This is an optimization exercise on Yosys and OpenROAD, whose aim is small area, a short achievable clock period and few clock cycles, not a production implementation. In this exercise RTL edits were held to simulation tests only and were not proved equivalent to the original. No activity file was given, so power comes from the tool's default toggle rates.

--- design/flow/config.mk ---
export PLATFORM = sky130hd
export DESIGN_NAME = ccpd_parser
export DESIGN_NICKNAME = ccpd_parser
export VERILOG_FILES = /design/flow/design.v
export SDC_FILE = /design/flow/constraint.sdc
export NUM_CORES = 4
export LEC_CHECK = 0
export CAP_MARGIN = 20
export CORE_MARGIN = 2
export CORE_UTILIZATION = 40
export PLACE_DENSITY = 0.6
export SETUP_SLACK_MARGIN = 1.5
export SLEW_MARGIN = 20
--- design/flow/constraint.sdc ---
create_clock -name core_clock -period 5.0 [get_ports {clk}]
set_input_delay 1.0000 -clock core_clock [delete_from_list [all_inputs] [get_ports {clk}]]
set_output_delay 1.0000 -clock core_clock [all_outputs]
set_load 0.01 [all_outputs]
--- design/flow/design.v ---
module ccpd_parser (
    input  wire        clk,
    input  wire        rst,
    input  wire        in_valid,
    output wire        in_ready,
    input  wire [31:0] in_data,
    input  wire [2:0]  in_nbytes,
    input  wire        in_last,
    output wire        hdr_valid,
    input  wire        hdr_ready,
    output reg  [4:0]  hdr_type,
    output reg  [2:0]  hdr_bank,
    output reg  [15:0] hdr_len,
    output reg  [2:0]  hdr_variant,
    output reg         hdr_listed,
    output wire        pl_valid,
    input  wire        pl_ready,
    output reg  [31:0] pl_data,
    output wire [2:0]  pl_nbytes,
    output wire        pl_last,
    output wire        done_valid,
    output wire        done_ok,
    output wire [31:0] done_pos,
    output wire [31:0] done_count
);
    localparam [2:0] V_GENERIC = 3'd0,
                     V_TILES   = 3'd1,
                     V_SPRITES = 3'd2,
                     V_PALETTE = 3'd3,
                     V_MAP     = 3'd4,
                     V_FLAGS   = 3'd5,
                     V_CODE    = 3'd6;
    function [3:0] dir_tab;
        input [8:0] x;
        begin
            dir_tab[0] = ((x & 9'd11) == 9'd1) | ((x & 9'd15) == 9'd8) | ((x & 9'd61) == 9'd8) | ((x & 9'd441) == 9'd8) | ((x & 9'd57) == 9'd33) | ((x & 9'd362) == 9'd34) | ((x & 9'd316) == 9'd36) | ((x & 9'd364) == 9'd36) | ((x & 9'd91) == 9'd74) | ((x & 9'd378) == 9'd74) | ((x & 9'd153) == 9'd129) | ((x & 9'd281) == 9'd257) | ((x & 9'd283) == 9'd266);
            dir_tab[1] = ((x & 9'd436) == 9'd4) | ((x & 9'd27) == 9'd9) | ((x & 9'd27) == 9'd10) | ((x & 9'd23) == 9'd16) | ((x & 9'd30) == 9'd16) | ((x & 9'd377) == 9'd41) | ((x & 9'd380) == 9'd44) | ((x & 9'd376) == 9'd48) | ((x & 9'd90) == 9'd66) | ((x & 9'd370) == 9'd66) | ((x & 9'd348) == 9'd68) | ((x & 9'd154) == 9'd130) | ((x & 9'd282) == 9'd258);
            dir_tab[2] = ((x & 9'd25) == 9'd25) | ((x & 9'd26) == 9'd26) | ((x & 9'd28) == 9'd28) | ((x & 9'd82) == 9'd82) | ((x & 9'd84) == 9'd84) | ((x & 9'd107) == 9'd107) | ((x & 9'd108) == 9'd108) | ((x & 9'd132) == 9'd132) | ((x & 9'd139) == 9'd139) | ((x & 9'd146) == 9'd146) | ((x & 9'd260) == 9'd260) | ((x & 9'd267) == 9'd267) | ((x & 9'd274) == 9'd274);
            dir_tab[3] = ((x & 9'd284) == 9'd4) | ((x & 9'd404) == 9'd4) | ((x & 9'd353) == 9'd33) | ((x & 9'd354) == 9'd34) | ((x & 9'd307) == 9'd35) | ((x & 9'd356) == 9'd36) | ((x & 9'd362) == 9'd66) | ((x & 9'd370) == 9'd66) | ((x & 9'd364) == 9'd68);
        end
    endfunction
    function [5:0] after_tab;
        input [5:0] x;
        begin
            after_tab[0] = ((x & 6'd17) == 6'd1) | ((x & 6'd17) == 6'd16);
            after_tab[1] = ((x & 6'd50) == 6'd2) | ((x & 6'd35) == 6'd3) | ((x & 6'd51) == 6'd16) | ((x & 6'd50) == 6'd32) | ((x & 6'd35) == 6'd33) | ((x & 6'd51) == 6'd50);
            after_tab[2] = ((x & 6'd52) == 6'd4) | ((x & 6'd37) == 6'd5) | ((x & 6'd22) == 6'd6) | ((x & 6'd38) == 6'd6) | ((x & 6'd7) == 6'd7) | ((x & 6'd23) == 6'd16) | ((x & 6'd38) == 6'd32) | ((x & 6'd53) == 6'd48);
            after_tab[3] = ((x & 6'd8) == 6'd0) | ((x & 6'd53) == 6'd5) | ((x & 6'd38) == 6'd6) | ((x & 6'd23) == 6'd7);
            after_tab[4] = ((x & 6'd63) == 6'd8) | ((x & 6'd63) == 6'd25) | ((x & 6'd63) == 6'd42) | ((x & 6'd63) == 6'd59);
            after_tab[5] = ((x & 6'd31) == 6'd24) | ((x & 6'd46) == 6'd40) | ((x & 6'd61) == 6'd56);
        end
    endfunction
    function [0:0] fits_tab;
        input [7:0] x;
        begin
            fits_tab[0] = ((x & 8'd60) == 8'd4) | ((x & 8'd123) == 8'd67) | ((x & 8'd116) == 8'd68) | ((x & 8'd186) == 8'd130) | ((x & 8'd179) == 8'd131) | ((x & 8'd172) == 8'd132) | ((x & 8'd180) == 8'd132) | ((x & 8'd249) == 8'd193) | ((x & 8'd242) == 8'd194) | ((x & 8'd235) == 8'd195) | ((x & 8'd228) == 8'd196);
        end
    endfunction
    function [0:0] exact_tab;
        input [7:0] x;
        begin
            exact_tab[0] = ((x & 8'd252) == 8'd4) | ((x & 8'd251) == 8'd67) | ((x & 8'd252) == 8'd76) | ((x & 8'd251) == 8'd130) | ((x & 8'd251) == 8'd139) | ((x & 8'd252) == 8'd148) | ((x & 8'd251) == 8'd193) | ((x & 8'd251) == 8'd202) | ((x & 8'd251) == 8'd211) | ((x & 8'd252) == 8'd220);
        end
    endfunction
    function [2:0] over_tab;
        input [8:0] x;
        begin
            over_tab[0] = ((x & 9'd60) == 9'd28) | ((x & 9'd91) == 9'd90) | ((x & 9'd378) == 9'd90) | ((x & 9'd123) == 9'd115) | ((x & 9'd380) == 9'd116) | ((x & 9'd140) == 9'd140) | ((x & 9'd155) == 9'd147) | ((x & 9'd155) == 9'd154) | ((x & 9'd268) == 9'd268) | ((x & 9'd283) == 9'd275) | ((x & 9'd283) == 9'd282);
            over_tab[1] = ((x & 9'd123) == 9'd123) | ((x & 9'd124) == 9'd124) | ((x & 9'd148) == 9'd148) | ((x & 9'd155) == 9'd155) | ((x & 9'd276) == 9'd276) | ((x & 9'd283) == 9'd283);
            over_tab[2] = ((x & 9'd449) == 9'd1) | ((x & 9'd387) == 9'd3) | ((x & 9'd260) == 9'd4) | ((x & 9'd354) == 9'd34) | ((x & 9'd354) == 9'd66);
        end
    endfunction
    function [3:0] onehot;
        input [1:0] v;
        onehot = 4'b0001 << v;
    endfunction
    reg        ib_full;
    reg [31:0] ib_data;
    reg [2:0]  n;              
    reg        ib_last;
    reg [23:0] prev;
    reg [16:0] d;              
    reg        d_neg;          
    reg        d_zero;         
    reg        d_big;          
    reg [1:0]  pk;             
    reg [29:0] bc;             
    reg [31:0] fpos;           
    reg [31:0] count;          
    reg        hs;             
    reg        pend;           
    reg [1:0]  pend_n;         
    reg        pend_last;
    reg        fin;            
    reg        fin_ok;
    reg        hc;             
    reg        direct;         
    reg [2:0]  dir_n;          
    reg        dir_last;       
    reg [3:0]  ps4;            
    reg [3:0]  hs4;            
    wire [7:0] b0 = ib_data[7:0];
    wire [7:0] b1 = ib_data[15:8];
    wire [7:0] b2 = ib_data[23:16];
    wire [7:0] b3 = ib_data[31:24];
    wire [7:0] p1 = prev[7:0];
    wire [7:0] p2 = prev[15:8];
    wire [7:0] p3 = prev[23:16];
    reg  [7:0] hb;
    always @(*) begin
        {hdr_len, hb} = ({24{hs4[0]}} & {b2, b1, b0})
                      | ({24{hs4[3]}} & {b1, b0, p3})
                      | ({24{hs4[2]}} & {b0, p3, p2})
                      | ({24{hs4[1]}} & {p3, p2, p1});
        hdr_type = hb[4:0];
        hdr_bank = hb[7:5];
    end
    function [3:0] variant_of;      
        input [4:0] t;
        begin
            variant_of[3] = ((t >= 5'd1) && (t <= 5'd6)) || (t == 5'd9) || (t == 5'd10)
                         || ((t >= 5'd12) && (t <= 5'd19));
            variant_of[0] = (t == 5'd1) || (t == 5'd12) || (t == 5'd6);
            variant_of[1] = (t == 5'd2) || (t == 5'd12) || (t == 5'd5);
            variant_of[2] = (t == 5'd4) || (t == 5'd6)  || (t == 5'd5);
        end
    endfunction
    always @(*) begin
        {hdr_listed, hdr_variant} = ({4{hs4[0]}} & variant_of(b0[4:0]))
                                  | ({4{hs4[3]}} & variant_of(p3[4:0]))
                                  | ({4{hs4[2]}} & variant_of(p2[4:0]))
                                  | ({4{hs4[1]}} & variant_of(p1[4:0]));
    end
    function [7:0] after_hdr;       
        input [15:0] ln;
        input [1:0]  kk;
        input [2:0]  nn;
        reg          lt8;
        begin
            lt8 = (ln[15:3] == 13'd0);
            after_hdr = {after_tab({kk, lt8, ln[2:0]}),
                         lt8 && fits_tab({kk, ln[2:0], nn}),
                         lt8 && exact_tab({kk, ln[2:0], nn})};
        end
    endfunction
    wire [7:0] ah0 = after_hdr({b2, b1}, 2'd0, n);
    wire [7:0] ah3 = after_hdr({b1, b0}, 2'd1, n);
    wire [7:0] ah2 = after_hdr({b0, p3}, 2'd2, n);
    wire [7:0] ah1 = after_hdr({p3, p2}, 2'd3, n);
    reg  [5:0] ah;
    reg        h_end;               
    reg        h_exact;             
    reg  [1:0] k;                   
    always @(*) begin
        {ah, h_end, h_exact} = ({8{hs4[0]}} & ah0) | ({8{hs4[3]}} & ah3)
                             | ({8{hs4[2]}} & ah2) | ({8{hs4[1]}} & ah1);
        k = {hs4[1] || hs4[2], hs4[1] || hs4[3]};
    end
    wire       cont  = !d_neg && !d_zero;
    wire [2:0] c_tab = over_tab({d_big, d[2:0], pk, n});
    wire       c_end = c_tab[2];
    wire [1:0] c_rem = c_tab[1:0];
    wire       c_def = cont && (c_rem != 2'd0) && (c_end || ib_last);
    reg  [2:0] h_av;
    always @(*) begin
        case ({k, n})
            5'b00_100: h_av = 3'd0;
            5'b01_100: h_av = 3'd1;
            5'b10_100: h_av = 3'd2;
            5'b11_100: h_av = 3'd3;
            5'b10_011: h_av = 3'd1;
            5'b11_011: h_av = 3'd2;
            5'b11_010: h_av = 3'd1;
            default:   h_av = 3'd0;
        endcase
    end
    wire [2:0] h_cnt   = h_end ? hdr_len[2:0] : h_av;
    wire       h_def   = hc && (h_cnt != 3'd0) && (h_end || ib_last);
    always @(*) begin
        pl_data = ({32{ps4[1]}} & {b0, p3, p2, p1})
                | ({32{ps4[2]}} & {b1, b0, p3, p2})
                | ({32{ps4[3]}} & {b2, b1, b0, p3})
                | ({32{ps4[0]}} & {b3, b2, b1, b0});
    end
    assign pl_nbytes = pend ? {1'b0, pend_n} : dir_n;
    assign pl_last   = pend ? pend_last : dir_last;
    wire act = ib_full && !fin;
    assign hdr_valid = act && hc && !hs;
    assign pl_valid  = pend || (act && direct);
    wire h0 = !hc || hs;
    wire x0 = !pend && (!ib_full || (act && h0 && !direct));
    wire x1 = !pend && act && !direct;
    wire x2 = (!pend && act && h0 && direct) || (pend && !ib_full) || (pend && act && !direct && h0);
    wire x3 = act && (pend ? !direct : direct);
    assign in_ready = x0 || (x1 && hdr_ready) || (x2 && pl_ready) || (x3 && hdr_ready && pl_ready);
    wire   retire   = ib_full && in_ready;
    wire   load     = in_ready && in_valid;
    assign done_valid = fin && (!pend || pl_ready);
    assign done_ok    = fin_ok;
    assign done_pos   = fpos;
    assign done_count = count;
    wire        comp = (cont && c_end) || (hc && h_end);
    wire        b4   = hc ? ah[4] : d[2];
    wire [1:0]  b10  = hc ? ah[1:0] : d[1:0];
    wire        ok   = (cont && !d_big && (d[2:0] == n))
                    || (hc && h_exact)
                    || (d_zero && (n == 3'd0));
    wire [29:0] bc1      = bc + 30'd1;
    wire [31:0] count1   = count + 32'd1;
    wire [31:0] fpos_new = b4 ? {bc1, 2'b00} : {bc, b10};
    wire        borrow = ({1'b0, hdr_len[1:0]} < {1'b0, k});
    wire [1:0]  lo_k   = hdr_len[1:0] - k;
    wire [14:0] hi_src = hc ? {1'b0, hdr_len[15:2]} : d[16:2];
    wire [16:0] dn     = {hi_src - {14'd0, !hc || borrow}, hc ? lo_k : d[1:0]};
    wire        cn_neg  = !d_big && !d[2];
    wire        cn_zero = !d_big && d[2];
    wire        cn_big  = !d_neg && ((d[15:4] != 12'd0) || (d[3] && (d[2:0] != 3'd0)));
    wire [2:0]  cn_low  = {!d[2], d[1:0]};
    wire [1:0]  pk_nx   = comp ? 2'd0 : hc ? k : pk;
    wire        r_neg  = hc ? ah[5] : cn_neg;
    wire        r_zero = hc ? ah[4] : cn_zero;
    wire        r_big  = hc ? ah[3] : cn_big;
    wire [2:0]  r_low  = hc ? ah[2:0] : cn_low;
    wire        r_def  = c_def || h_def;                  
    wire [1:0]  r_psel = c_def ? (2'd0 - pk) : d[1:0];
    wire [2:0]  n_in = (!in_last || in_nbytes[2]) ? 3'd4 : in_nbytes;
    function [5:0] decide;          
        input       neg, zero, big;
        input [2:0] low;
        input [1:0] kp;
        input [2:0] nn;
        reg         h;
        begin
            case (nn)
                3'd4:    h = neg || zero;
                3'd3:    h = neg;
                3'd2:    h = neg && (low[1:0] != 2'b11);
                3'd1:    h = neg && (low[1:0] == 2'b01);
                default: h = 1'b0;
            endcase
            decide = {h, !neg && !zero && ((kp != 2'd0) || (nn != 3'd0)),
                      dir_tab({big, low, kp, nn})};
        end
    endfunction
    wire        s_neg  = retire ? (!ib_last && r_neg) : d_neg;
    wire        s_zero = retire ? (ib_last || r_zero) : d_zero;
    wire        s_big  = retire ? (!ib_last && r_big) : d_big;
    wire [2:0]  s_low  = retire ? (ib_last ? 3'd0 : r_low) : d[2:0];
    wire [1:0]  s_pk   = retire ? (ib_last ? 2'd0 : pk_nx) : pk;
    wire [5:0]  dec    = decide(s_neg, s_zero, s_big, s_low, s_pk, n_in);
    always @(posedge clk) begin
        if (retire || !ib_full)
            {hc, direct, dir_last, dir_n} <= dec;
        if (rst || (retire && ib_last)) begin
            d      <= 17'd0;
            d_neg  <= 1'b0;
            d_zero <= 1'b1;
            d_big  <= 1'b0;
            pk     <= 2'd0;
            hs4    <= 4'b0001;
        end else if (retire) begin
            d      <= dn;
            d_neg  <= r_neg;
            d_zero <= r_zero;
            d_big  <= r_big;
            pk     <= pk_nx;
            hs4    <= onehot(r_low[1:0]);
        end
        if (rst)
            pend <= 1'b0;
        else if (retire)
            pend <= r_def;
        else if (pl_ready)
            pend <= 1'b0;
        if (rst)
            ps4 <= 4'b0001;
        else if (retire)
            ps4 <= r_def ? onehot(r_psel) : onehot(2'd0 - (ib_last ? 2'd0 : pk_nx));
        else if (pend && pl_ready)
            ps4 <= onehot(2'd0 - pk);
        if (!rst && load)
            n <= n_in;
    end
    always @(posedge clk) begin
        if (rst || done_valid) begin
            fpos  <= 32'd0;
            count <= 32'd0;
        end else if (retire && comp) begin
            fpos  <= fpos_new;
            count <= count1;
        end
    end
    always @(posedge clk) begin
        if (rst) begin
            ib_full <= 1'b0;
            hs      <= 1'b0;
            fin     <= 1'b0;
            fin_ok  <= 1'b0;
            bc      <= 30'd0;
        end else begin
            if (act && !retire && hdr_valid && hdr_ready) hs <= 1'b1;
            if (done_valid)
                fin   <= 1'b0;
            if (retire) begin
                hs   <= 1'b0;
                prev <= ib_data[31:8];
                if (c_def || h_def) begin
                    pend_n    <= c_def ? c_rem : h_cnt[1:0];
                    pend_last <= c_def ? c_end : h_end;
                end
                if (ib_last) begin
                    fin    <= 1'b1;
                    fin_ok <= ok;
                    bc     <= 30'd0;
                end else begin
                    bc     <= bc1;
                end
            end
            if (in_ready) begin
                ib_full <= in_valid;
                if (in_valid) begin
                    ib_data <= in_data;
                    ib_last <= in_last;
                end
            end
        end
    end
endmodule
--- design/flow/run.sh ---
#!/bin/bash
# synth_recipe.tcl (not shown) runs the flow's synth.tcl, then flattens the netlist and writes it again
# the make line also repeats each setting of config.mk as NAME=value (left out here)
make -C /OpenROAD-flow-scripts/flow DESIGN_CONFIG=/design/flow/config.mk WORK_HOME=/design/flow/orfs CLKGATE_MAP_FILE= SYNTH_SCRIPT=/design/flow/synth_recipe.tcl finish
==> results.cfg, run 1 <==
[status]
status = complete, no violations

[sta]
slew_headroom_pct = 39.4
fmax_mhz = 287
grt_setup_unrepaired = yes
finalSetupTns_ns = 0
finalCriticalPeriod_ns = 3.49
finalSetupViolCount = 0
drv_slew = 0
worst_pin_slew_ns = 0.901
finalCritPeriodShare_pct = 69.8
hold_violations = 0
final.setup_skew_ns = 0.0185

[floorplanning]
core_sq_um = 29500
die_w_microns = 177
dieArea_sq_um = 31300
boundaryPins = 174
die_h_microns = 177
std_cell_rows = 63
start_util_pct = 40.5

[synth]
post_synth_inst_count = 1440
async_flop_share_pct = 0
yosys_register_bits = 197
ys.flop_type = dfxtp_1
synth.avg_cell_area_sq_um = 8.29
yosysUniqueCellTypes = 85
synth_nets = 1501
synth_edf_count = 69
yosysSeqAreaShare_pct = 38.8
syn_area_sq_um = 11900
synth_warnings = 1

[cts]
cts.path.max_buffers = 2
cts.sinks = 197
clkSlewWorstSetupHoldPaths_ns = 0.09
clock_latency_ns = 0.45
cts-htree-levels = 4
numCtsBuffers = 17
cts_hold_buf = 0
cts-root-buf = clkbuf_16
cts_tree = built

[pwr]
peakVddDrop_mv = 0.245
p_leak_nw = 5.43
totalPowerFinal_w = 0.00403
p_per_area_nw_per_um2 = 264

[setup_path]
crit_required_ns = 4.00
cpLargestDelayFamily = buffers and inverters
arrival_ns = 2.49
cpMostUsedCell = buf_4
cp-end-kind = output port
crit_buf_inv = 3
start_kind = flop
crit_path_cell_trace = buf_4 -> buf_4 -> a22oi_1 -> nand2_1 -> clkdlybuf4s50_1
cpPeakStageDelay_ns = 0.52
cp_slowest_cell = a22oi_1
cp_max_fo = 6
timing.setup.critical_path_class = reg -> out

[global_route]
antenna_found_initial = 2
grt_pass1_wl_microns = 64300
grt-ovfl-total = 0
grt_util_all_layers_pct = 26.2
grt_pass1_vias = 11205
grt_max_degree = 75

[drt]
wl_per_cell_microns = 20.9
vias = 12133
ant_nets = 0
drt_wl_total_microns = 42000
drc = 0
viasPerCell = 6.05
firstDrtPassIters = 6
drtIter0Drc = 1501

[place]
placed_area_sq_um = 13900
gp_congestion = 0.963
numPortBuffers = 173
post-dp-hpwl_microns = 28400

[cells_and_area]
final_cell_area_sq_um = 15300
layout_common_cells = clkdlybuf4s50_1 (170), nor2_1 (144), nand2_1 (135), dfxtp_1 (123), o21ai_0 (121)
fillers = 2818
final_common_cell = clkdlybuf4s50_1
drive_above_1_share_pct = 11.7
nNetsFinal = 1658
areaGrowthSynthToFinish_pct = 28.0

[flow_run]
maxCapViolCount = 0

[min_path]
hp-class = reg -> reg
==> sequential cells by signal (all words and copies together) (netlist names), 4 cells and up <==
| signal | flops |
|---|---|
| d | 16 |
| count | 32 |
| hs4 | 4 |
| ib_data | 32 |
| prev | 24 |
| fpos | 32 |
| ps4 | 4 |
| bc | 30 |
==> routing by layer <==
metal | GRT usage (%) | up-vias | share of wire, %
met4 | 10.8 | 0 | 3.8
met1 | 36.0 | 5744 | 43
met2 | 39.8 | 594 | 44
li1 | - | 5680 | -
met5 | 0 | - | 0
met3 | 5.65 | 115 | 9.3
==> cell type report <==
cell class / count / area, sq um / area share (%)
clock buffers: 17 / 425 / 2.78
multi-input cells: 1080 / 6890 / 45.1
diodes: 4 / 10.0 / 0.0655
well taps: 390 / 488 / 3.19
clock inverters: 15 / 223 / 1.46
inverters: 37 / 139 / 0.909
flip-flops and latches: 197 / 4640 / 30.4
repair buffers: 264 / 2460 / 16.1
==> cells by family (layout without fill, tap and decap cells) <==
group / Yosys count / in the layout / synth area share (%)
AND/OR/NAND/NOR: 511 / 511 / 21.1
adder cells (fa/ha/maj): 22 / 22 / 2.33
flip-flops: 197 / 197 / 38.8
AO/OA/AOI/OAI: 470 / 470 / 26.5
other: 0 / 4 / 0
XOR/XNOR: 64 / 64 / 4.69
buffers and inverters: 163 / 333 / 5.38
multiplexers: 13 / 13 / 1.15
==> Yosys cell counts (25+ instances only) <==
cell type	count	area [sq um]
inv_1	36	135
clkbuf_1	101	379
a22oi_1	114	856
a21oi_1	76	380
nand3_1	38	190
nand2_1	137	514
xor2_1	34	298
nor3_1	25	125
edfxtp_1	69	2070
xnor2_1	30	263
dfxtp_1	128	2560
o21ai_0	124	621
nor2_1	146	548
==> worst reg2reg max path, delay by kind of cell, from the launching register on <==
kind / cells / cell delay [ns]
muxes: 1 / 0.30
AOI/OAI and AO/OA: 4 / 0.92
and+or+nand+nor: 3 / 0.92
DFF: 1 / 0.56
buffers and inverters: 3 / 0.48
==> power by group <==
part           total, W  switching (W)  internal [W]
Sequential      0.00178      0.0000724       0.00171
Clock           0.00151       0.000799      0.000714
Combinational  0.000733       0.000420      0.000312
==> timing repair <==
item / 4_1_cts / 5_1_grt
pin swaps: 2 / 14
cloned: 0 / 1
gates resized for setup: 28 / 37
setup endpoints to repair: 45 / 56
buffers inserted: 23 / 34
==> path summary, 6_finish.rpt <==
| kind | from | to | slack (ns) | cells after the start |
|---|---|---|---|---|
| worst max-delay path | ib_data[12] | hdr_len[12] | 1.51 | 5 |
| worst min-delay path | ib_data[27] | prev[19] | 0.46 | 0 |
| worst max register to register | prev[21] | dir_n[1] | 1.54 | 11 |
| worst min register to register | ib_data[27] | prev[19] | 0.46 | 0 |
==> per-stage QoR <==
| step | hold WS [ns] | cells | setup slack [ns] | util [%] |
|---|---|---|---|---|
| 4_1_cts | 0.457 | 1965 | 1.43 | 50.5 |
| 2_1_floorplan | 0.424 | 1440 | 1.54 | - |
| 6_report | 0.456 | 2004 | 1.51 | 51.9 |
| 3_3_place_gp | 0.433 | 1910 | 0.984 | 47.3 |
| 5_1_grt | 0.478 | 2001 | 1.31 | 51.8 |
| 3_5_place_dp | 0.439 | 1910 | 0.925 | 47.3 |
Testbench counts, summed over its fixed seeds: cycles 21,282.
==> inputs of run 2 (changes only) <==
==> design/flow/flow/run.sh (new file) <==
#!/bin/bash
# The standard layout (standard.sh: the ORFS flow with its synthesis),
# with one change: the buffers ORFS puts on the input and output ports are
# sky130_fd_sc_hd__buf_1 instead of the clkdlybuf4s50 delay cells it picks by
# default. Every port still gets its buffer.
set -euo pipefail
export BUFFER_PORTS_ARGS="-buffer_cell sky130_fd_sc_hd__buf_1"
bash standard.sh finish > standard.log 2>&1
==> design/flow/standard.sh (new file) <==
#!/bin/bash
# synth_recipe.tcl (not shown) runs the flow's synth.tcl, then flattens the netlist and writes it again
# the make line also repeats each setting of config.mk as NAME=value (left out here)
make -C /OpenROAD-flow-scripts/flow DESIGN_CONFIG=/design/flow/config.mk WORK_HOME=/design/flow/orfs CLKGATE_MAP_FILE= SYNTH_SCRIPT=/design/flow/synth_recipe.tcl "${@:-finish}"
--- a/design/flow/config.mk
+++ b/design/flow/config.mk
@@ -11,3 +11,3 @@
 export PLACE_DENSITY = 0.6
-export SETUP_SLACK_MARGIN = 1.5
+export SETUP_SLACK_MARGIN = 1.75
 export SLEW_MARGIN = 20
removed: design/flow/run.sh
==> run 2 against run 1 <==
  * Largest power group unchanged
  * Die area unchanged
  * Fmax increased by 4.6%
  * Sequential power barely moved
  * Worst setup slack better by 0.15 ns
  * Critical endpoint is now dir_n[1]
  * Clock-buffer cell count grew 1
  * Global-route usage fell by 0.62 points
  * Critical path type is now reg -> reg
==> results.cfg, run 2 <==
[sta]
fin_ws_ns = 1.67
finalCriticalPeriod_ns = 3.33
finalSetupViolCount = 0
hold_violations = 0
fmax_mhz = 300
worst_pin_slew_ns = 0.899
grt_setup_unrepaired = yes
slew_headroom_pct = 40.1
drv_slew = 0
finalCritPeriodShare_pct = 66.7
final.setup_skew_ns = 0.0172
finalSetupTns_ns = 0

[synth]
yosys_register_bits = 197
synth_mux_area_share_pct = 1.15
async_flop_share_pct = 0
synth.most_common_cell = nor2_1
synthTopCellsByArea = dfxtp_1 (21%), edfxtp_1 (17%), a22oi_1 (7.2%)
synth_compound_area_share_pct = 26.5
synth_nets = 1501
synth_top_family_by_area = compound AO/OA/AOI/OAI gates
synth-simple-area-share_pct = 21.1
synth_top_cell_by_area = dfxtp_1
syn_area_sq_um = 11900
yosys-top-cells-count = nor2_1 (146), nand2_1 (137), dfxtp_1 (128), o21ai_0 (124), a22oi_1 (114)
yosysTopAreaCellShare_pct = 21.5
ys.flop_type = dfxtp_1
synthAdderAreaFrac_pct = 2.33
synth_warnings = 1
yosysSeqAreaShare_pct = 38.8
post_synth_inst_count = 1440
synth_edf_count = 69
synth.avg_cell_area_sq_um = 8.29
yosysUniqueCellTypes = 85
synth_xor_area_share_pct = 4.69

[cts]
clock_latency_ns = 0.46
cts_hold_buf = 0
cts.path.max_buffers = 2
cts-htree-levels = 4
cts.sinks = 197
numCtsBuffers = 17
cts-root-buf = clkbuf_16
cts_tree = built
clkSlewWorstSetupHoldPaths_ns = 0.08

[cells_and_area]
nNetsFinal = 1673
final_common_cell = buf_1
layout_common_cells = buf_1 (172), nor2_1 (144), nand2_1 (136), o21ai_0 (122), dfxtp_1 (122)
fin_util_pct = 49.2
num_antenna_cells = 0
reg.largest.list = count (32), fpos (32), ib_data (32)
drive_above_1_share_pct = 13.7
instances_no_fill = 2015
areaGrowthSynthToFinish_pct = 21.4

[setup_path]
cp_max_fo = 17
worstReg2RegEnd = dir_n[1]
crit_required_ns = 5.19
reg2reg_from = prev[19]
start_kind = flop
rr_worst_depth = 9
timing.setup.critical_path_class = reg -> reg
cp-end-kind = flop
reg2reg_slack_ns = 1.67
arrival_ns = 3.52
critical_path.startpoint = prev[19]

[flow_run]
maxCapViolCount = 0

[place]
place_inst = 1906
numPortBuffers = 173
gp_congestion = 0.936
dp_slack_ns = 1.07
post-dp-hpwl_microns = 27900

[min_path]
min_from = fpos[2]
hp-class = reg -> reg
hold_path_end = fpos[2]
hold_path_depth = 2

[drt]
vias = 12273
drtIter0Drc = 1495
drc = 0
firstDrtPassIters = 6
ant_nets = 0
drt_wl_total_microns = 42000
wl_per_cell_microns = 20.8
viasPerCell = 6.09

[pwr]
p_per_area_nw_per_um2 = 265
p_leak_nw = 5.11
power_frac_seq_pct = 46.3
power.switching_w = 0.00122
peakVddDrop_mv = 0.223
intPower_w = 0.00263
clock_power_share_pct = 35.9
p_comb_share_pct = 17.7
switching_share_pct = 31.6

[floorplanning]
die_w_microns = 177
core_sq_um = 29500
boundaryPins = 174
start_util_pct = 40.5
die_h_microns = 177
dieArea_sq_um = 31300
std_cell_rows = 63

[global_route]
grt_max_degree = 75
grt-ovfl-total = 0
antenna_found_initial = 0
grt_pass1_vias = 10834
grt_pass1_wl_microns = 62300
grt_util_all_layers_pct = 25.6

[status]
status = complete, no violations
run 2: power by group through the flow:
stage	clock, W	combinational [W]	sequential [W]
floorplan	0	0.000418	0.00178
global placement	0	0.000573	0.00183
detailed placement	0	0.000573	0.00183
CTS	0.00140	0.000616	0.00178
global route	0.00147	0.000736	0.00179
finish	0.00138	0.000681	0.00178
run 2: through the flow:
step           hold WS [ns]  area [sq um]  total power (W)
6_report              0.453         14500          0.00384
5_1_grt               0.470         14500          0.00399
4_1_cts               0.457         13800          0.00380
3_5_place_dp          0.440         12900          0.00240
3_3_place_gp          0.436         12900          0.00240
2_1_floorplan         0.424         12000          0.00220
run 2: metal layers:
layer / GRT usage [%] / vias to the layer above / part of all wire (%)
met4: 8.92 / 0 / 3.0
met2: 39.2 / 597 / 45
met3: 5.67 / 89 / 8.6
li1: - / 5703 / -
met5: 0 / - / 0
met1: 35.4 / 5884 / 43
run 2: worst max-delay path: stages, from the launching register on:
cell and delay [ns]:
edfxtp_1 0.69, or2_2 0.40, or4_4 0.57, a2111oi_4 0.35, buf_4 0.20, a2111oi_4 0.10, nor3_4 0.32, a21oi_1 0.10
o21ai_0 0.18, o2111ai_1 0.14
run 2: area by class of cell:
class / instances / area (sq um)
well taps: 390 / 488
clock inverters: 14 / 136
flip-flops and latches: 197 / 4640
inverters: 37 / 143
repair buffers: 277 / 1590
clock buffers: 18 / 430
fillers: 2894 / 15000
multi-input cells: 1082 / 7070
run 2: worst max path at each step:
stage	slack, ns	to	cells past startpoint
2_1_floorplan	1.76	dir_n[0]	10
3_3_place_gp	1.23	dir_n[0]	9
3_5_place_dp	1.07	count[3]	11
4_1_cts	1.66	dir_n[1]	8
5_1_grt	1.55	dir_n[1]	11
6_report	1.67	dir_n[1]	9
run 2: what timing repair did:
action | in CTS | in global routing
cloned | 1 | 4
setup buffers | 25 | 47
endpoints found under the hold margin | 0 | 0
gates resized for setup | 33 | 56
pin swaps | 8 | 22
endpoints found under the setup margin | 91 | 61
run 2: cell families after synthesis:
| group | after synthesis |
|---|---|
| AND/OR/NAND/NOR | 511 |
| multiplexers | 13 |
| adder cells (fa/ha/maj) | 22 |
| flip-flops | 197 |
| AO/OA/AOI/OAI | 470 |
| buffers and inverters | 163 |
| XOR/XNOR | 64 |
==> inputs of run 3 (changes only) <==
--- a/design/flow/design.v
+++ b/design/flow/design.v
@@ -81,2 +81,6 @@
     reg [23:0] prev;
+    reg [3:0]  ibz;            
+    reg [3:2]  pvz;            
+    reg [3:0]  ibv;            
+    reg [3:0]  pvv;            
     reg [16:0] d;              
@@ -128,6 +132,3 @@
     always @(*) begin
-        {hdr_listed, hdr_variant} = ({4{hs4[0]}} & variant_of(b0[4:0]))
-                                  | ({4{hs4[3]}} & variant_of(p3[4:0]))
-                                  | ({4{hs4[2]}} & variant_of(p2[4:0]))
-                                  | ({4{hs4[1]}} & variant_of(p1[4:0]));
+        {hdr_listed, hdr_variant} = hs4[0] ? ibv : pvv;
     end
@@ -135,2 +136,4 @@
         input [15:0] ln;
+        input        zhi;           
+        input        zlo;           
         input [1:0]  kk;
@@ -139,3 +142,3 @@
         begin
-            lt8 = (ln[15:3] == 13'd0);
+            lt8 = zhi && zlo && (ln[10:8] == 3'd0);
             after_hdr = {after_tab({kk, lt8, ln[2:0]}),
@@ -145,6 +148,6 @@
     endfunction
-    wire [7:0] ah0 = after_hdr({b2, b1}, 2'd0, n);
-    wire [7:0] ah3 = after_hdr({b1, b0}, 2'd1, n);
-    wire [7:0] ah2 = after_hdr({b0, p3}, 2'd2, n);
-    wire [7:0] ah1 = after_hdr({p3, p2}, 2'd3, n);
+    wire [7:0] ah0 = after_hdr({b2, b1}, ibz[2], ibz[1], 2'd0, n);
+    wire [7:0] ah3 = after_hdr({b1, b0}, ibz[1], ibz[0], 2'd1, n);
+    wire [7:0] ah2 = after_hdr({b0, p3}, ibz[0], pvz[3], 2'd2, n);
+    wire [7:0] ah1 = after_hdr({p3, p2}, pvz[3], pvz[2], 2'd3, n);
     reg  [5:0] ah;
@@ -210,6 +213,12 @@
     wire [31:0] fpos_new = b4 ? {bc1, 2'b00} : {bc, b10};
-    wire        borrow = ({1'b0, hdr_len[1:0]} < {1'b0, k});
-    wire [1:0]  lo_k   = hdr_len[1:0] - k;
+    wire        borrow = (hs4[3] && (hdr_len[1:0] == 2'd0))
+                      || (hs4[2] && !hdr_len[1])
+                      || (hs4[1] && (hdr_len[1:0] != 2'd3));
+    wire [1:0]  lo_k   = ({2{hs4[0]}} & hdr_len[1:0])
+                       | ({2{hs4[3]}} & {hdr_len[1] ^ !hdr_len[0], !hdr_len[0]})
+                       | ({2{hs4[2]}} & {!hdr_len[1], hdr_len[0]})
+                       | ({2{hs4[1]}} & {hdr_len[1] ^ hdr_len[0], !hdr_len[0]});
     wire [14:0] hi_src = hc ? {1'b0, hdr_len[15:2]} : d[16:2];
-    wire [16:0] dn     = {hi_src - {14'd0, !hc || borrow}, hc ? lo_k : d[1:0]};
+    wire [14:0] hi_dec = hi_src - 15'd1;
+    wire [16:0] dn     = {(!hc || borrow) ? hi_dec : hi_src, hc ? lo_k : d[1:0]};
     wire        cn_neg  = !d_big && !d[2];
@@ -306,2 +315,6 @@
                 prev <= ib_data[31:8];
+                pvz  <= ibz[3:2];
+                pvv  <= ({4{r_low[1:0] == 2'd1}} & variant_of(b1[4:0]))
+                      | ({4{r_low[1:0] == 2'd2}} & variant_of(b2[4:0]))
+                      | ({4{r_low[1:0] == 2'd3}} & variant_of(b3[4:0]));
                 if (c_def || h_def) begin
@@ -322,2 +335,5 @@
                     ib_data <= in_data;
+                    ibz     <= {in_data[31:27] == 5'd0, in_data[23:19] == 5'd0,
+                                in_data[15:11] == 5'd0, in_data[7:3] == 5'd0};
+                    ibv     <= variant_of(in_data[4:0]);
                     ib_last <= in_last;
--- a/design/flow/config.mk
+++ b/design/flow/config.mk
@@ -11,3 +11,3 @@
 export PLACE_DENSITY = 0.6
-export SETUP_SLACK_MARGIN = 1.75
+export SETUP_SLACK_MARGIN = 2.0
 export SLEW_MARGIN = 20
==> run 3 against run 2 <==
  * Global-route usage is 2.6 points lower
  * Sequential share of layout area is 2.5 points higher
  * Cell count is 0.60% higher
  * Wire length is 6.4% lower
  * Register-to-register slack better by 0.28 ns
  * Synthesized cell count is 2.0% higher
  * Critical path type is now reg -> out
  * Utilization is 0.96 points lower
  * Sequential power is 8% higher
  * Sequential cell count is 14 higher
  * Synthesized area is 3.1% higher
  * Via count is 2.3% lower
  * Clock power is 37% higher
==> results.cfg, run 3 <==
[global_route]
grt_max_degree = 74
grt_util_all_layers_pct = 23.0
grt_pass1_wl_microns = 61300
grt-ovfl-total = 0
antenna_found_initial = 0
grt_pass1_vias = 10892

[flow_run]
maxCapViolCount = 0

[floorplanning]
die_h_microns = 179
die_w_microns = 179
dieArea_sq_um = 32200
boundaryPins = 174
start_util_pct = 40.4
std_cell_rows = 64
core_sq_um = 30400

[status]
status = complete, no violations

[setup_path]
cpMostUsedCell = buf_4
crit_path_cell_trace = a22o_1 -> a221o_2 -> buf_4 -> buf_4 -> buf_1
crit_required_ns = 4.00
cp_slowest_cell = edfxtp_1
timing.setup.critical_path_class = reg -> out
cp-end-kind = output port
arrival_ns = 2.07
cp_max_fo = 5
cpPeakStageDelay_ns = 0.44
start_kind = flop
reg2reg_slack_ns = 1.95

[cts]
cts.path.max_buffers = 3
cts_tree = built
clock_latency_ns = 0.55
numCtsBuffers = 26
clkSlewWorstSetupHoldPaths_ns = 0.06
cts.sinks = 211
cts-htree-levels = 1
cts_hold_buf = 0
cts-root-buf = clkbuf_16

[synth]
synth.avg_cell_area_sq_um = 8.38
yosysTopAreaCellShare_pct = 20.8
synthTopCellsByArea = dfxtp_1 (21%), edfxtp_1 (20%), a22oi_1 (6.8%)
syn_area_sq_um = 12300
yosys_register_bits = 211
async_flop_share_pct = 0
post_synth_inst_count = 1469
yosysSeqAreaShare_pct = 41.1
yosysUniqueCellTypes = 77
ys.flop_type = dfxtp_1
synth_warnings = 1
yosys-top-cells-count = nand2_1 (163), nor2_1 (154), dfxtp_1 (128), a22oi_1 (112), clkbuf_1 (98)
synth.most_common_cell = nand2_1
synth_nets = 1524
synth_edf_count = 83
synth_top_cell_by_area = dfxtp_1

[sta]
hold_violations = 0
fin_ws_ns = 1.93
finalSetupTns_ns = 0
finalSetupViolCount = 0
worst_pin_slew_ns = 0.965
final.setup_skew_ns = 0.0137
grt_setup_unrepaired = yes
fmax_mhz = 325
fin_hold_ws_ns = 0.418
finalCriticalPeriod_ns = 3.07
slew_headroom_pct = 35.5
drv_slew = 0
finalCritPeriodShare_pct = 61.5

[pwr]
peakVddDrop_mv = 0.205
p_per_area_nw_per_um2 = 314
p_leak_nw = 5.03
totalPowerFinal_w = 0.00461

[cells_and_area]
drive_above_1_share_pct = 10.9
nNetsFinal = 1667
reg.largest.list = count (32), fpos (32), ib_data (32)
fillers = 2999
layout_common_cells = buf_1 (173), nand2_1 (161), nor2_1 (152), dfxtp_1 (122), a22oi_1 (111)
areaGrowthSynthToFinish_pct = 19.2
seq_area_sq_um = 5070
multiInputGateArea_sq_um = 6860
num_antenna_cells = 0
final_common_cell = buf_1

[min_path]
hp-class = reg -> reg

[place]
dp_slack_ns = 1.48
gp_congestion = 0.960
numPortBuffers = 173
post-dp-hpwl_microns = 26100

[drt]
firstDrtPassIters = 6
ant_nets = 0
vias = 11992
drt_wl_total_microns = 39300
wl_per_cell_microns = 19.4
drtIter0Drc = 1318
viasPerCell = 5.92
drc = 0
[run 3: final cells by class]
type | instances | share of cell area [%]
Clock inverter | 13 | 0.878
Tap cell | 396 | 3.38
Multi-Input combinational cell | 1091 | 46.8
Timing Repair Buffer | 248 | 8.55
Sequential cell | 211 | 34.5
Inverter | 34 | 0.896
Clock buffer | 34 | 4.99
[run 3: cell families (layout without fill, tap and decap cells)]
family                   after synthesis  in the layout  share of synthesized area (%)
AND/OR/NAND/NOR                      547            547                           21.2
AO/OA/AOI/OAI                        439            439                           24.2
flip-flops                           211            211                           41.1
buffers and inverters                167            329                           5.34
XOR/XNOR                              74             74                           5.27
multiplexers                          17             17                           1.45
adder cells (fa/ha/maj)               14             14                           1.42
[run 3: final timing paths]
check	from	to	cells after the start
worst max register to register	ib_data[8]	d[15]	10
worst min register to register	ibz[3]	pvz[3]	0
worst max-delay path	ib_data[8]	hdr_len[0]	5
worst min-delay path	ibz[3]	pvz[3]	0
[run 3: repair_timing]
item | in CTS | in global routing
gates resized for setup | 21 | 40
endpoints found under the setup margin | 101 | 78
pin swaps | 3 | 13
endpoints found under the hold margin | 0 | 0
setup buffers | 27 | 23
cloned | 0 | 1
[run 3: stage by stage]
stage,cells,util (%),instance area (sq um)
global route,2027,48.2,14700
CTS,2003,47.0,14300
global placement,1929,43.2,13200
finish,2027,48.2,14700
detailed placement,1929,43.2,13200
floorplan,1469,-,12300
[run 3: power breakdown]
part	switching (W)	internal [W]
Clock	0.000762	0.00113
Combinational	0.000504	0.000277
Sequential	0.0000787	0.00186
[run 3: layer usage]
metal  GRT usage [%]  routed length (microns)
met1            32.8                    17300
met2            36.3                    18100
met4            6.57                      997
met5               0                        0
met3            3.06                     2880
[run 3: worst max-delay path, delay by kind of cell, from the launching register on]
kind / cells / cell delay (ns)
buffers and inverters: 3 / 0.45
AO/OA/AOI/OAI: 2 / 0.65
flip-flops: 1 / 0.44
Testbench counts of run 3, summed over its fixed seeds: cycles 21,282.
==> inputs of run 4 (changes only) <==
--- a/design/flow/design.v
+++ b/design/flow/design.v
@@ -220,5 +220,6 @@
                        | ({2{hs4[1]}} & {hdr_len[1] ^ hdr_len[0], !hdr_len[0]});
-    wire [14:0] hi_src = hc ? {1'b0, hdr_len[15:2]} : d[16:2];
-    wire [14:0] hi_dec = hi_src - 15'd1;
-    wire [16:0] dn     = {(!hc || borrow) ? hi_dec : hi_src, hc ? lo_k : d[1:0]};
+    wire [14:0] len_hi = {1'b0, hdr_len[15:2]};
+    wire [14:0] len_m1 = len_hi - 15'd1;
+    wire [14:0] d_m1   = d[16:2] - 15'd1;
+    wire [16:0] dn     = hc ? {borrow ? len_m1 : len_hi, lo_k} : {d_m1, d[1:0]};
     wire        cn_neg  = !d_big && !d[2];
==> run 4 against run 3 <==
  * Clock skew grew 0.00076 ns
  * Sequential share of layout area fell by 0.95 points
  * Synthesized cell count up 0.95%
  * Sequential cell count unchanged
  * Largest cell class unchanged
==> results.cfg, run 4 <==
[status]
status = complete, no violations

[floorplanning]
start_util_pct = 40.7
dieArea_sq_um = 32600
core_sq_um = 30700
die_h_microns = 181
boundaryPins = 174
die_w_microns = 181
std_cell_rows = 64

[cells_and_area]
drive_above_1_share_pct = 13.3
areaGrowthSynthToFinish_pct = 21.1
num_antenna_cells = 0
fillers = 3023
seq_area_sq_um = 5070
final_common_cell = buf_1
layout_common_cells = buf_1 (171), nand2_1 (169), nor2_1 (157), dfxtp_1 (120), a22oi_1 (106)
nNetsFinal = 1717
multiInputGateArea_sq_um = 7200
reg.largest.list = count (32), fpos (32), ib_data (32)

[cts]
numCtsBuffers = 24
clkSlewWorstSetupHoldPaths_ns = 0.06
cts_hold_buf = 0
cts.path.max_buffers = 3
cts.sinks = 211
cts_tree = built
clock_latency_ns = 0.53
cts-root-buf = clkbuf_16
cts-htree-levels = 1

[pwr]
p_leak_nw = 5.13
peakVddDrop_mv = 0.200
p_per_area_nw_per_um2 = 294

[place]
numPortBuffers = 173
gp_congestion = 0.918
post-dp-hpwl_microns = 27500

[setup_path]
arrival_ns = 1.96
timing.setup.critical_path_class = reg -> out
crit_path_cell_trace = a222oi_1 -> nand2_2 -> buf_6 -> buf_6
cpPeakStageDelay_ns = 0.50
cp_max_fo = 5
cp_slowest_cell = a222oi_1
cp-end-kind = output port
crit_required_ns = 4.00
start_kind = flop
cpMostUsedCell = buf_6

[drt]
viasPerCell = 5.90
vias = 12230
wl_per_cell_microns = 19.8
drt_wl_total_microns = 41100
drtIter0Drc = 1148
firstDrtPassIters = 7
ant_nets = 0
drc = 0

[synth]
synth_top_cell_by_area = dfxtp_1
async_flop_share_pct = 0
synth_warnings = 1
yosys-top-cells-count = nand2_1 (174), nor2_1 (164), dfxtp_1 (128), a22oi_1 (107), o21ai_0 (92)
synth_nets = 1539
post_synth_inst_count = 1483
synth_edf_count = 83
yosysUniqueCellTypes = 84
ys.flop_type = dfxtp_1
synth.most_common_cell = nand2_1
synthTopCellsByArea = dfxtp_1 (21%), edfxtp_1 (20%), a22oi_1 (6.4%)
yosys_register_bits = 211
syn_area_sq_um = 12500
yosysTopAreaCellShare_pct = 20.5
yosysSeqAreaShare_pct = 40.5
synth.avg_cell_area_sq_um = 8.42

[sta]
finalSetupViolCount = 0
hold_violations = 0
grt_setup_unrepaired = yes
worst_pin_slew_ns = 0.915
finalCriticalPeriod_ns = 2.96
fmax_mhz = 337
slew_headroom_pct = 39.0
drv_slew = 0
fin_hold_ws_ns = 0.439
finalSetupTns_ns = 0
final.setup_skew_ns = 0.0145
finalCritPeriodShare_pct = 59.3

[global_route]
antenna_found_initial = 0
grt_max_degree = 44
grt_pass1_wl_microns = 64100
grt_pass1_vias = 10999
grt-ovfl-total = 0
grt_util_all_layers_pct = 24.1

[flow_run]
maxCapViolCount = 0

[min_path]
hp-class = reg -> reg
run 4: cell count changes in the layout (fill, tap and decap cells not counted), moves of 7 or more:
cell and change:
nand2_1 +8, a31oi_1 -17, o22ai_1 +16, a311oi_1 +11, and3_1 -10, buf_4 +7, or3_1 +15, a211oi_1 -15
inv_1 +9, nor2b_1 +9, xor2_1 -17, nand4_1 -13, buf_6 +7
run 4: critical path, delay by kind of cell (launching register included):
family	cells	cell delay (ns)
compound gates	1	0.50
simple gates	1	0.18
flops	1	0.48
buf+inv	2	0.27
run 4: routing by layer:
layer	track usage (%)	up-vias	wire (microns)
met3	2.79	56	2580
li1	-	5852	-
met1	35.8	5882	19000
met4	6.26	0	872
met2	36.9	440	18700
met5	0	-	0
run 4: cells by family after synthesis:
logic type	count (synthesis)	synth area share [%]
buffers and inverters	160	5.25
XOR/XNOR	63	4.42
flip-flops	211	40.5
AND/OR/NAND/NOR	570	21.8
multiplexers	16	1.36
AO/OA/AOI/OAI	448	25.2
adder cells (fa/ha/maj)	15	1.50
run 4: area by class of cell:
| type | count | share of cell area, % |
|---|---|---|
| Timing Repair Buffer | 264 | 9.38 |
| Sequential cell | 211 | 33.6 |
| Clock buffer | 34 | 4.56 |
| Clock inverter | 8 | 0.389 |
| Tap cell | 396 | 3.28 |
| Multi-Input combinational cell | 1115 | 47.6 |
| Inverter | 45 | 1.16 |
run 4: path summary, 6_finish.rpt:
path	endpoint	slack, ns	cells after the start	startpoint
min	pvz[3]	0.44	0	ibz[3]
min reg2reg	pvz[3]	0.44	0	ibz[3]
max	hdr_len[1]	2.04	4	ib_data[9]
max reg2reg	ps4[2]	2.04	11	ib_data[0]
run 4: stage by stage:
step | setup WS [ns] | util [%] | cells | area (sq um) | total power (W)
after floorplan | 2.00 | - | 1483 | 12600 | 0.00243
after global placement | 1.31 | 43.7 | 1960 | 13400 | 0.00267
after detailed placement | 1.22 | 43.7 | 1960 | 13400 | 0.00267
after CTS | 1.98 | 47.6 | 2038 | 14600 | 0.00443
after global routing | 1.90 | 49.3 | 2073 | 15100 | 0.00464
final | 2.04 | 49.3 | 2073 | 15100 | 0.00444
run 4: where the power goes:
group / internal [W] / switching (W)
Clock: 0.00100 / 0.000708
Combinational: 0.000291 / 0.000516
Sequential: 0.00185 / 0.0000758
run 4: what timing repair did:
action | in CTS | in global routing
endpoints found under the setup margin | 105 | 68
cloned | 2 | 1
buffers inserted | 34 | 34
resized for setup | 32 | 59
pin swaps | 7 | 17
Testbench counts of run 4, summed over its fixed seeds: cycles 21,282.

afterwards: timing with drivers on the ports:
Ports are ideal in the flow. The routed layouts listed here were re-timed in OpenROAD.
Step 1 sets driving cells, clkbuf_16 on the clock port and buf_2 on the other inputs (assumed; they add their load-dependent delay and slew).
Step 2, shift: input delay + t, output delay - t, t = (earliest + latest rising clock arrival at the registers) / 2. This alone moves slack from input paths to output paths.
Slacks: ideal / step 1 / step 2; pairs: ideal / step 1.
run	t (ns)	setup slack, ns	worst register clock-pin slew, ns
run 1	0.485	1.511 / 1.463 / 1.052	0.10 / 0.10
run 2	0.502	1.666 / 1.666 / 1.337	0.09 / 0.09
run 3	0.593	1.927 / 1.875 / 1.508	0.07 / 0.07
run 4	0.578	2.035 / 1.982 / 1.623	0.07 / 0.07
After both steps every run listed still meets setup and hold. The setup slack of run 1, which loses most, moves by -0.048 ns with the drivers and by -0.459 ns with both steps.
